From an optimization exercise on the open Yosys and OpenROAD flow, aimed at small area, a short achievable clock period and few clock cycles; shortcuts taken in it are not production practice. The RTL was checked by simulation tests, not by an equivalence proof against the original design. No activity file was given, so power comes from the tool's default toggle rates.

==> maple <==
// rsd_block
module rsd_block #(
    parameter CAP    = 64,           
    parameter OUTCAP = 32            
) (
    input             clk,
    input             rst,           
    input             req,
    input             we,
    input      [1:0]  sel,
    input      [15:0] addr,
    input      [15:0] wdata,
    output reg        busy,
    output reg        rvalid,
    output reg [15:0] rdata
);
make LEC_CHECK=0 CAP_MARGIN=20 CORE_MARGIN=2 CORE_UTILIZATION=40 PLACE_DENSITY=0.6 SETUP_SLACK_MARGIN=4 SLEW_MARGIN=20 finish   # period 10.0 ns
run.sh (not shown) runs the stock make flow with config.mk's settings and CLKGATE_MAP_FILE= SYNTH_SCRIPT=/design/flow/synth_recipe.tcl, a recipe that flattens the netlist after the stock synthesis.
==> garnet (differences from maple) <==
--- a/flow/design.v
+++ b/flow/design.v
@@ -86,13 +86,13 @@
                      {h[7:0], 8'd0} | (h[12] ? 16'd0 : ({l[7:0], 8'd0} >> h[11:8]))};
         end
     endfunction
     reg  [63:0] hrow;                
     reg  [7:0]  hoh;                 
     reg         hhi;                 
-    wire [2:0]  raw_row = busy ? (xp[5:3] + 3'd1) : (addr[5:3] & {3{sel == 2'd1}});
+    wire [2:0]  raw_row = busy ? (xp[5:3] + 3'd1) : addr[5:3];
     wire [63:0] rawrow  = raw_q[64*raw_row +: 64];
     wire [15:0] xa_w  = hrow[15:0];                              
     reg         xa_v0, xa_v1, xa_last;                           
     wire [6:0]  xp_nx = busy ? xp + 7'd2 : 7'd0;
     wire [21:0] f0 = xc0;
     wire [21:0] f1 = xc1;
--- a/flow/config.mk
+++ b/flow/config.mk
@@ -6,8 +6,8 @@
 export NUM_CORES = 4
 export LEC_CHECK = 0
 export CAP_MARGIN = 20
 export CORE_MARGIN = 2
 export CORE_UTILIZATION = 40
 export PLACE_DENSITY = 0.6
-export SETUP_SLACK_MARGIN = 4
+export SETUP_SLACK_MARGIN = 5
 export SLEW_MARGIN = 20
==> summary.txt <==
Of maple and garnet, maple has the higher first-iteration DRC count (gap about 4.6%, measured against garnet).
Against maple, the clock skew of garnet is higher by 0.053 ns.
Against maple, the sequential power of garnet is lower by 3.7%.
Synthesized cell count: maple is higher than garnet (about 3.7%).
In maple the total power is higher than in garnet, by 9.7%.
Between maple and garnet, the lower die area is in garnet (gap 0.54%, measured against garnet).
Testbench counts of maple, summed over its fixed seeds: cycles 6,054.
Testbench counts of garnet, summed over its fixed seeds: cycles 6,054.

==> 01-26 <==
rsd_block, a different RTL version from the one above (not shown whole).
==> flow/config.mk <==
export PLATFORM = sky130hd
export DESIGN_NAME = rsd_block
export DESIGN_NICKNAME = rsd_block
export VERILOG_FILES = /design/flow/design.v
export SDC_FILE = /design/flow/constraint.sdc
export NUM_CORES = 4
export LEC_CHECK = 0
export ABC_AREA = 1
export CAP_MARGIN = 20
export CORE_MARGIN = 2
export CORE_UTILIZATION = 40
export PLACE_DENSITY = 0.6
export SLEW_MARGIN = 20
==> flow/constraint.sdc <==
create_clock -name core_clock -period 10.0 [get_ports {clk}]
set_input_delay 2.0000 -clock core_clock [delete_from_list [all_inputs] [get_ports {clk}]]
set_output_delay 2.0000 -clock core_clock [all_outputs]
set_load 0.01 [all_outputs]
==> 11-25: changes against 01-26 <==
--- a/flow/config.mk
+++ b/flow/config.mk
@@ -12,2 +12,3 @@
 export PLACE_DENSITY = 0.6
+export SETUP_SLACK_MARGIN = 4
 export SLEW_MARGIN = 20
==> impl_metrics.yaml <==
power:
  vdd_drop_max_mv: 0.153
layout:
  fraction_of_standard_cell_area_in_multi_input_logic_pct: 40.6
  non_clock_buffer_count: 191
run_status:
  run_status: "timing/DRC/antenna clean"
global_route:
  groute.usage.overall_pct: 32.8
  global_route.usage.met3_pct: 6.93
timing:
  post-route-worst-setup-slack_ps: 4090
routing:
  met2WireLength_um: 187000
(the above is from 11-25)
==> impl_metrics.yaml <==
timing:
  post-route-worst-setup-slack_ps: 3270
synthesis:
  yosys.area.top_type: "edfxtp_1"
global_route:
  global_route.usage.met3_pct: 7.09
  groute.usage.overall_pct: 32.9
  globalRoute.totalOverflow: 0
routing:
  dr.pass1.iters: 9
run_status:
  run_status: "timing/DRC/antenna clean"
layout:
  fraction_of_standard_cell_area_in_multi_input_logic_pct: 40.7
  non_clock_buffer_count: 174
power:
  vdd_drop_max_mv: 0.160
(the above is from 01-26)
Testbench counts of 01-26, summed over its fixed seeds: cycles 6,189.
Testbench counts of 11-25, summed over its fixed seeds: cycles 6,189.

==> trial 5 <==
RTL: one of the versions met above, not the one the previous note started from.
make LEC_CHECK=0 CAP_MARGIN=20 CORE_MARGIN=2 CORE_UTILIZATION=40 PLACE_DENSITY=0.6 SETUP_SLACK_MARGIN=5 SLEW_MARGIN=20 TNS_END_PERCENT=5 finish   # period 10.0 ns
==> inputs of trial 34, as changes to trial 5 <==
Settings changed: CORE_UTILIZATION 40 to 50, PLACE_DENSITY 0.6 to 0.7, TNS_END_PERCENT 5 to unset.
==> inputs of trial 72, as changes to trial 5 <==
Settings changed: CORE_UTILIZATION 40 to 35, PLACE_DENSITY 0.6 to 0.5, TNS_END_PERCENT 5 to unset.
==> summary.txt <==
Combinational power: trial 72 1.11 mW; trial 5 0.984 mW; trial 34 0.986 mW
Seq group: trial 72 8.11 mW; trial 5 8.15 mW; trial 34 8.14 mW
Nature of the critical path endpoint: trial 72 primary output; trial 5 flip-flop; trial 34 flip-flop
Critical path type: trial 72 reg -> out; trial 5 reg -> reg; trial 34 reg -> reg
Result of the run: trial 72 timing/DRC/antenna clean; trial 5 timing/DRC/antenna clean; trial 34 timing/DRC/antenna clean
Met2 WL post-DR: trial 72 191000 um; trial 5 174000 um; trial 34 173000 um
Core outline area: trial 72 288000 um^2; trial 5 253000 um^2; trial 34 202000 um^2
Number of buffers added by the clock tree synthesis step: trial 72 199; trial 5 189; trial 34 186
Multi-input gate area: trial 72 49800 um^2; trial 5 49400 um^2; trial 34 49800 um^2
Standard cell with the maximum stage delay on the critical path: trial 72 sky130_fd_sc_hd__nand4_1; trial 5 sky130_fd_sc_hd__a22oi_1; trial 34 sky130_fd_sc_hd__a22oi_1
Clock tree buffer count of the final layout: trial 72 254; trial 5 226; trial 34 231
Part of the total power dissipated in sequential elements: trial 72 48.9%; trial 5 49.3%; trial 34 49.9%
Power dissipated by switching net loads: trial 72 4.03 mW; trial 5 3.99 mW; trial 34 3.92 mW
Proportion of layout cells with a drive suffix above 1: trial 72 18.2%; trial 5 16.9%; trial 34 17.9%
Final #Nets: trial 72 9248; trial 5 9140; trial 34 9194
Critical path launch point: trial 72 hoh[0]; trial 5 state[2]; trial 34 sq[1]
Cell area after placement: trial 72 107000 um^2; trial 5 106000 um^2; trial 34 106000 um^2
Routed length on met1: trial 72 176000 um; trial 5 159000 um; trial 34 145000 um
Testbench counts of trial 5, summed over its fixed seeds: cycles 6,054.
Testbench counts of trial 34, summed over its fixed seeds: cycles 6,054.
Testbench counts of trial 72, summed over its fixed seeds: cycles 6,054.

[separate check: timing with driven ports]
Ports are ideal in the flow. The routed layouts listed here were re-timed in OpenROAD.
Step 1 assumes that a clkbuf_16 drives the clock port and a buf_2 every other input.
Step 2 also shifts input and output timing later by t, the mid clock arrival at the registers, as if the neighbouring blocks saw the same clock.
a / b / c = no drivers / after step 1 / after step 2; a / b = the first two.
run | t, ns | setup slack, ns | worst hold slack (ns) | latest minus earliest clock arrival (ns) | cell pins on the clock port's net
maple | 0.961 | 4.090 / 4.090 / 3.290 | 0.339 / 0.339 / 0.339 | 0.077 / 0.077 | 1
garnet | 0.943 | 4.916 / 4.916 / 4.067 | 0.333 / 0.333 / 0.333 | 0.144 / 0.143 | 1
01-26 | 0.967 | 3.271 / 3.271 / 3.066 | 0.332 / 0.332 / 0.332 | 0.120 / 0.120 | 1
11-25 | 0.968 | 4.090 / 4.151 / 3.182 | 0.329 / 0.329 / 0.329 | 0.106 / 0.105 | 1
trial 5 | 0.952 | 4.578 / 4.578 / 3.922 | 0.324 / 0.324 / 0.324 | 0.128 / 0.129 | 1
trial 34 | 0.949 | 4.881 / 4.881 / 4.109 | 0.324 / 0.324 / 0.324 | 0.105 / 0.106 | 1
trial 72 | 0.987 | 4.871 / 4.767 / 3.837 | 0.406 / 0.406 / 0.406 | 0.123 / 0.123 | 1
After both steps every run listed still meets setup and hold. The setup slack of trial 72, which loses most, moves by -0.104 ns with the drivers and by -1.034 ns with both steps.
